Context: an optimization exercise on an open-source flow, tuned for small area. The choices shown serve that exercise and are no tape-out recipe.
The RTL was checked by simulation tests, not by an equivalence proof against the original design.
Power figures rest on the tool's default switching activity, not on a simulated workload. The flow treats the clock pin as an ideal source, which a real chip does not have.

==> flow/design.v <==
module vgax_core (
    input  wire        clk,
    input  wire        rst,        
    input  wire [2:0]  h_cmd,      
    input  wire [15:0] h_addr,
    input  wire [7:0]  h_wdata,
    output wire [31:0] h_rdata,
    output wire        h_ready,
    output wire        irq_v,
    output wire        irq_h,
    input  wire        iack,
    output wire        hsync,
    output wire        vsync,
    output wire [1:0]  color
);
    localparam FB_SIZE = 240;
    localparam CMD_FBWR  = 3'd3;
    localparam CMD_START = 3'd6;
    localparam CMD_STOP  = 3'd7;
    reg [2:0]  vskip;    
    reg [7:0]  ep;       
    reg [1:0]  rep;
    reg [31:0] etn;      
    reg        run;
    reg        vpend;
    reg        hpend;
    reg [6:0]  hcnt;     
    reg [6:0]  lfsr;     
    localparam [6:0] LINE0  = 7'b1111111;
    localparam [6:0] LINE89 = 7'b0111101;
    reg        busy;     
    reg [1:0]  color_r;
    reg [7:0] fb [0:FB_SIZE-1];
    assign irq_v   = vpend;
    assign irq_h   = hpend;
    assign hsync   = !(run && hcnt < 7'd12);
    assign vsync   = !(run && lfsr[6:1] == 6'b111111);     
    assign h_ready = !rst && !busy && !iack;
    wire [7:0] adr      = busy ? ep : h_addr[7:0];
    wire       in_range = busy || (h_addr[15:8] == 8'd0);
    wire [8*FB_SIZE-1:0] fbq;
    wire [FB_SIZE-1:0]   we;
    wire [7:0]           rbyte;
    wire                 wr = h_ready && h_cmd == CMD_FBWR;
    genvar gi;
    generate
        for (gi = 0; gi < FB_SIZE; gi = gi + 1) begin : fbq_g
            assign fbq[8*gi +: 8] = fb[gi];
        end
    endgenerate
    vgax_fbport u_port (
        .adr(adr), .en(in_range), .wr(wr), .q(fbq), .rd(rbyte), .we(we)
    );
    assign h_rdata = {~etn[31:8] & {24{h_cmd[0]}}, h_cmd[0] ? ~etn[7:0] : rbyte};
    reg [1:0] smp;
    always @(*) begin
        case ({~hcnt[2], hcnt[1]})
            2'd0: smp = rbyte[7:6];
            2'd1: smp = rbyte[5:4];
            2'd2: smp = rbyte[3:2];
            default: smp = rbyte[1:0];
        endcase
    end
    assign color = color_r;
    wire       emit_smp = busy && (hcnt >= 7'd12) && (hcnt != 7'd108);
    wire h_tick  = run && (hcnt == 7'd127);
    wire v_tick  = h_tick && (lfsr == LINE89);
    wire entry   = iack && !busy && (vpend || hpend);
    wire v_entry = entry && vpend;
    wire h_entry = entry && !vpend;
    wire h_skip  = (vskip != 3'd0);
    wire h_emit  = !h_skip && (ep != 8'd240);
    wire ep_inc  = busy && (hcnt[2:0] == 3'd3) && (hcnt[6:3] != 4'd1);
    wire cmd_start = h_ready && h_cmd == CMD_START;
    wire cmd_stop  = h_ready && h_cmd == CMD_STOP;
    integer w;
    always @(posedge clk) begin
        for (w = 0; w < FB_SIZE; w = w + 1)
            if (we[w])
                fb[w] <= h_wdata;
    end
    always @(posedge clk) begin
        if (rst) begin
            vskip <= 3'd6;
            ep    <= 8'd0;
            rep   <= 2'd0;
            etn   <= 32'hffffffff;
            run   <= 1'b0;
            vpend <= 1'b0;
            hpend <= 1'b0;
            hcnt  <= 7'd0;
            lfsr  <= LINE0;
            busy  <= 1'b0;
            color_r <= 2'b00;
        end else begin
            color_r <= emit_smp ? smp : 2'b00;
            if (run) begin
                hcnt <= hcnt + 1'b1;
                if (h_tick)
                    lfsr <= v_tick ? LINE0 : {lfsr[5:0], lfsr[6] ^ lfsr[5]};
            end
            vpend <= (vpend && !v_entry) || v_tick;
            hpend <= (hpend && !h_entry) || h_tick;
            if (v_entry) begin
                vskip <= 3'd6;
                rep   <= 2'd0;
                ep    <= 8'd0;
                etn   <= etn - 1'b1;
            end else if (h_entry) begin
                if (h_skip)
                    vskip <= vskip - 1'b1;
                else if (h_emit)
                    busy <= 1'b1;
            end else if (busy && hcnt == 7'd108) begin
                busy <= 1'b0;
                rep  <= rep + 1'b1;
                if (rep != 2'd3)
                    ep <= ep - 8'd12;     
            end else if (ep_inc) begin
                ep <= ep + 1'b1;
            end
            if (cmd_start) begin
                run   <= 1'b1;
                hcnt  <= 7'd0;
                lfsr  <= LINE0;
                vpend <= 1'b0;
                hpend <= 1'b0;
            end else if (cmd_stop) begin
                run   <= 1'b0;
                vpend <= 1'b0;
                hpend <= 1'b0;
            end
        end
    end
endmodule
module vgax_fbport (
    input  wire [7:0]    adr,
    input  wire          en,
    input  wire          wr,
    input  wire [1919:0] q,
    output reg  [7:0]    rd,
    output reg  [239:0]  we
);
    integer i;
    always @(*) begin
        rd = 8'h00;
        for (i = 0; i < 240; i = i + 1) begin
            we[i] = en && wr && (adr == i);
            rd    = rd | ({8{en && (adr == i)}} & q[8*i +: 8]);
        end
    end
endmodule
==> flow/config.mk <==
export PLATFORM = sky130hd
export DESIGN_NAME = vgax_core
export DESIGN_NICKNAME = vgax_core
export VERILOG_FILES = /design/flow/design.v
export SDC_FILE = /design/flow/constraint.sdc
export NUM_CORES = 4
export LEC_CHECK = 0
export CAP_MARGIN = 20
export CORE_MARGIN = 2
export CORE_UTILIZATION = 40
export SLEW_MARGIN = 20
==> flow/constraint.sdc <==
create_clock -name core_clock -period 10.0 [get_ports {clk}]
set_input_delay 2.0000 -clock core_clock [delete_from_list [all_inputs] [get_ports {clk}]]
set_output_delay 2.0000 -clock core_clock [all_outputs]
set_load 0.01 [all_outputs]
standard.sh (not shown) runs the stock make flow with config.mk's settings and CLKGATE_MAP_FILE= SYNTH_SCRIPT=/design/flow/synth_recipe.tcl, a recipe that flattens the netlist after the stock synthesis.
==> flow/flow/run.sh <==
#!/bin/bash
# Layout flow: the standard flow, with
#  - the framebuffer port (module vgax_fbport: one-hot decode, write enables
#    and read mux) mapped by hand (gen_fbport.py) instead of by ABC;
#  - an area-oriented ABC mapping for the rest of the logic (same Yosys
#    script otherwise, so the registers are the standard synthesis's);
#  - a clock tree built from fewer, larger sink clusters, and small port
#    buffers.
set -euo pipefail
W=$(pwd)
F=$W/flow

python3 $F/gen_fbport.py > $W/fbport_gates.v

cat > $W/area_synth.tcl <<EOF
proc synth {args} { yosys synth -nofsm -noshare {*}\$args }
proc abc {args} {
  set i [lsearch -exact \$args -script]
  if {\$i >= 0} {
    set args [lreplace \$args [expr {\$i + 1}] [expr {\$i + 1}] $F/abc_area.script]
  }
  yosys abc {*}\$args
}
source \$::env(SCRIPTS_DIR)/synth.tcl
read_verilog -overwrite $W/fbport_gates.v
hierarchy -top \$::env(DESIGN_NAME)
# left out here: clear keep_hierarchy, flatten, clean up
yosys rename -hide {w:*\$func\$*}
set la {}
foreach f \$::env(LIB_FILES) { lappend la -liberty \$f }
tee -o \$::env(REPORTS_DIR)/synth_stat_final.txt stat {*}\$la
write_verilog -noattr -nohex -nodec \$::env(RESULTS_DIR)/1_2_yosys.v
EOF

CTS="-sink_clustering_enable -repair_clock_nets -dont_use_dummy_load"
CTS="$CTS -sink_clustering_size ${CTS_SIZE:-30} -sink_clustering_max_diameter ${CTS_DIAM:-110}"

bash $W/standard.sh SYNTH_SCRIPT=$W/area_synth.tcl SYNTH_KEEP_MODULES=vgax_fbport \
  "CTS_ARGS=$CTS" "BUFFER_PORTS_ARGS=-buffer_cell sky130_fd_sc_hd__buf_1" \
  ${STAGES:-finish} > $W/standard.log 2>&1
Other scripts of this flow, unchanged in this note and not shown: flow/flow/abc_area.script, flow/flow/gen_fbport.py
The starting point completed with no timing, DRC or antenna violations.
Edit:
--- a/flow/flow/run.sh
+++ b/flow/flow/run.sh
@@ -34,5 +34,5 @@
 
 CTS="-sink_clustering_enable -repair_clock_nets -dont_use_dummy_load"
-CTS="$CTS -sink_clustering_size ${CTS_SIZE:-30} -sink_clustering_max_diameter ${CTS_DIAM:-110}"
+CTS="$CTS -sink_clustering_size ${CTS_SIZE:-28} -sink_clustering_max_diameter ${CTS_DIAM:-110}"
 
 bash $W/standard.sh SYNTH_SCRIPT=$W/area_synth.tcl SYNTH_KEEP_MODULES=vgax_fbport \
=> Setup slack improves by 0.14 ns. Maximum frequency rises by 1.4%. Power rises by 0.79%. Wire length is about the same. Area after synthesis does not change. Cell count barely changes. Cell area barely changes. Die area is unchanged. First-iteration DRC count falls by 3.2%.

[separate check: timing with driven ports]
No port has a modelled driver above. Below, the same layouts with a new extraction and two added sets of constraints.
Step 1, drivers: a clkbuf_16 drives clk and a buf_2 each remaining input, both assumed.
Step 2 adds t to the input delays and takes it off the output delays; t is the mean of the earliest and latest rising clock arrival at the registers after step 1. Input paths then give back, and output paths get back, about the clock's delay inside the block.
a / b / c = ideal ports / drivers / drivers and shift; a / b = the first two.
run | t, ns | setup WS [ns] | worst setup path after step 2 | slew at the worst register clock pin (ns) | worst slew at a driven data input, ns
the first run | 0.792 | 0.464 / 0.434 / 0.434 | input to output | 0.12 / 0.12 | 0.07
the second run | 0.782 | 0.600 / 0.570 / 0.570 | input to output | 0.11 / 0.11 | 0.07
After both steps every run listed still meets setup and hold.
